Context: an optimization exercise on an open-source flow, tuned for small area, a short achievable clock period and few clock cycles per item. The choices shown serve that exercise and are no tape-out recipe. RTL that was checked went through simulation tests only; none was proved equivalent to the original. Power and IR drop assume default switching activity.

## run a
// bodega_tx
module bodega_tx (
    input  wire        clk,
    input  wire        rst,
    input  wire        req_valid,
    input  wire [31:0] req_word,
    output wire        req_ready,
    input  wire [11:0] rd_addr,
    output reg  [15:0] rd_data
);
Size in the first run: about 1900 cells after synthesis, about 420 flip-flops, about 22000 µm² of cells after synthesis.
clock: 12.0 ns
lec_check: 0
cap_margin: 0
core_margin: 2
core_utilization: 40
setup_slack_margin: 5
slew_margin: 0
standard.sh (not shown) runs the stock make flow with config.mk's settings and CLKGATE_MAP_FILE= SYNTH_SCRIPT=/design/flow/synth_recipe.tcl, a recipe that flattens the netlist after the stock synthesis.
==> flow/flow/run.sh <==
#!/bin/bash
# Own layout flow: the standard flow (standard.sh) with two changes,
#  - the port buffers are plain buf_2 cells (the default choice here is a
#    delay cell, clkdlybuf4s50_1, that timing repair cannot resize away),
#  - clock tree synthesis inserts no dummy loads.
# Synthesis is the standard one, run unchanged. Each step's full output
# goes to a log file in the work folder.
set -euo pipefail
bash standard.sh synth > flow_synth.log 2>&1
bash standard.sh \
  "BUFFER_PORTS_ARGS=-buffer_cell sky130_fd_sc_hd__buf_2" \
  "CTS_ARGS=-sink_clustering_enable -repair_clock_nets -dont_use_dummy_load -sink_clustering_size 30 -sink_clustering_max_diameter 80" \
  finish > flow_layout.log 2>&1
Testbench counts of run a, summed over its fixed seeds: cycles 3,588, frames 918.
Input-level comparison between run b and run a:
--- a/flow/design.v
+++ b/flow/design.v
@@ -2,33 +2,32 @@
     input  wire        clk,
     input  wire        rst,
     input  wire        req_valid,
     input  wire [31:0] req_word,
     output wire        req_ready,
     input  wire [11:0] rd_addr,
     output reg  [15:0] rd_data
 );
     localparam [3:0] OP_BIND = 4'h7, OP_QUERY = 4'h8, OP_TARGET = 4'h9,
                      OP_SETP = 4'hA, OP_SET = 4'hB;
     function [7:0] clamp8;
         input [15:0] x;
-        reg       inc;
-        reg [7:0] s;
+        reg       inc, c7, sat_p, sat_n;
+        reg [6:0] y;
         begin
-            inc = x[3] & (~x[15] | (|x[2:0]));
-            s   = x[11:4] + {7'd0, inc};
-            if (x[15])
-                clamp8 = (x[14:11] != 4'hF) ? 8'h80 : s;
-            else
-                clamp8 = ((x[14:11] != 4'h0) || s[7]) ? 8'h7F : s;
+            inc   = x[3] & (~x[15] | (|x[2:0]));
+            {c7, y} = {1'b0, x[10:4]} + {7'd0, inc};
+            sat_p = ~x[15] & ((x[14:11] != 4'h0) | c7);
+            sat_n = x[15] & (x[14:11] != 4'hF);
+            clamp8 = {x[15] & (sat_n | ~c7), sat_p ? 7'h7F : sat_n ? 7'h00 : y};
         end
     endfunction
     reg [6:0]  p0;
     reg [15:0] p [1:15];
     reg        tx_err, bad_op;
     reg [12:0] tx_ck;              
     reg        k_bq, k_tgt, k_set, k_dual, lenok;
     reg        s_lock;             
     reg        s_power, s_run, s_unitf;
     reg [1:0]  s_bsaver;
     reg [7:0]  s_c1, s_c2, s_c3, s_c4, s_c5, s_c6, s_c7, s_c8, s_c9,
                s_c10, s_c11, s_c12, s_c13, s_c14, s_c15;    
==> run summary <==
Synthesized cell count of run a is on par with run b. Comparing run b with run a, the minimum hold slack came out essentially unchanged. Diff run a..run b | sequential share of power | negligible. From run a to run b, number of tapcells did not move at all. Going from run a to run b, detailed placer's ending HPWL lost about 4%, post-layout instance area picked up an extra 360 µm². Any difference in parity-gate share of the synthesized area counting xor and xnor cells between run b and run a is small enough to ignore. Where wire length of the first global-routing pass is concerned, run a is outperformed by run b. Lower number of antenna cells inserted goes to run a over run b. Horizontal die dimension of run b is on par with run a. Looking at total die area, run b sits 250 µm² below run a. Run a ran to completion and came out clean on the timing, DRC and antenna checks. Run b reached the end of the flow, and the finished layout is clean on the timing, DRC and antenna checks.
No functional check of the RTL was part of run b.

--- another note on this design; it stands on its own ---

Setup of exp/violet:
// bodega_tx
module bodega_tx (
    input  wire        clk,
    input  wire        rst,
    input  wire        req_valid,
    input  wire [31:0] req_word,
    output wire        req_ready,
    input  wire [11:0] rd_addr,
    output reg  [15:0] rd_data
);
Size: about 1900 cells after synthesis, ~420 flip-flops.
Settings: LEC_CHECK=0, CAP_MARGIN=20, CORE_MARGIN=2, CORE_UTILIZATION=40, SETUP_SLACK_MARGIN=5, SLEW_MARGIN=20; clock period 12.0 ns.
standard.sh (not shown) runs the stock make flow with config.mk's settings and CLKGATE_MAP_FILE= SYNTH_SCRIPT=/design/flow/synth_recipe.tcl, a recipe that flattens the netlist after the stock synthesis.
==> flow/flow/run.sh <==
#!/bin/bash
# Own layout flow: the standard flow (standard.sh) with two changes,
#  - the port buffers are plain buf_2 cells (the default choice here is a
#    delay cell, clkdlybuf4s50_1, that timing repair cannot resize away),
#  - clock tree synthesis inserts no dummy loads.
# Synthesis is the standard one, run unchanged. Each step's full output
# goes to a log file in the work folder.
set -euo pipefail
bash standard.sh synth > flow_synth.log 2>&1
bash standard.sh \
  "BUFFER_PORTS_ARGS=-buffer_cell sky130_fd_sc_hd__buf_2" \
  "CTS_ARGS=-sink_clustering_enable -repair_clock_nets -dont_use_dummy_load -sink_clustering_size 20 -sink_clustering_max_diameter 60 -buf_list sky130_fd_sc_hd__clkbuf_8" \
  finish > flow_layout.log 2>&1
Per the final summary, exp/violet finished and its layout is clean on timing, DRC and antenna.
Testbench counts of exp/violet, summed over its fixed seeds: cycles 3,588, frames 918.
Inputs modified between exp/violet and exp/delta:
-- flow/flow/run.sh --
<<< exp/violet, line 12
  "CTS_ARGS=-sink_clustering_enable -repair_clock_nets -dont_use_dummy_load -sink_clustering_size 20 -sink_clustering_max_diameter 60 -buf_list sky130_fd_sc_hd__clkbuf_8" \
>>> exp/delta, line 12
  "CTS_ARGS=-sink_clustering_enable -repair_clock_nets -dont_use_dummy_load -sink_clustering_size 30 -sink_clustering_max_diameter 80" \
==> comparison <==
From exp/delta to exp/violet, adder and majority gate portion of the synthesized area did not move at all. Relative to exp/violet, the maximum vdd drop of exp/delta is higher by about 5%. For exp/delta, the highest routing layer actually used was met5, unlike exp/violet, where it was met4. exp/violet and exp/delta ended up with nearly the same combinational-cell power consumption. Cmp exp/violet and exp/delta / wire length of the first global-routing pass / higher: exp/violet.
Input changes introduced in exp/fjord (baseline for comparison: exp/delta):
- changing SLEW_MARGIN from 20 to 0
- changing CAP_MARGIN from 20 to 0
==> run summary <==
Going from exp/delta to exp/fjord, time the final worst path needs with I/O delays and setup saw an increase; clock group share of total power saw little to no change; number of iterations in the first detailed-routing pass saw a decrease; post-route worst hold slack saw little to no change; maximum clock rate saw a decrease.

==> re-timing with driven ports <==
In the flow no input, the clock included, has a driving cell. The finished layouts below were timed again as built, in two steps. Step 1: set_driving_cell puts a clkbuf_16 on clk and a buf_2 on each other input, an assumption about the parent block. Step 2 also shifts input and output timing later by t, the mid clock arrival at the registers, as if the neighbouring blocks saw the same clock. Slacks: no drivers / after step 1 / after step 2; pairs: no drivers / after step 1.
run | shift t [ns] | slack for setup (ns) | worst hold slack (ns) | worst data-port slew with drivers (ns)
run a | 0.629 | 4.933 / 4.772 / 4.650 | 0.477 / 0.477 / 0.477 | 0.26
run b | 0.632 | 4.921 / 4.889 / 4.806 | 0.477 / 0.477 / 0.477 | 0.07
exp/violet | 0.666 | 4.992 / 4.821 / 4.821 | 0.483 / 0.483 / 0.483 | 0.20
exp/delta | 0.625 | 4.864 / 4.799 / 4.799 | 0.472 / 0.472 / 0.472 | 0.07
exp/fjord | 0.625 | 4.834 / 4.770 / 4.770 | 0.472 / 0.472 / 0.472 | 0.07
After both steps setup and hold are still met in every run listed. The setup slack of run a, which loses most, moves by -0.161 ns with the drivers and by -0.283 ns with both steps.
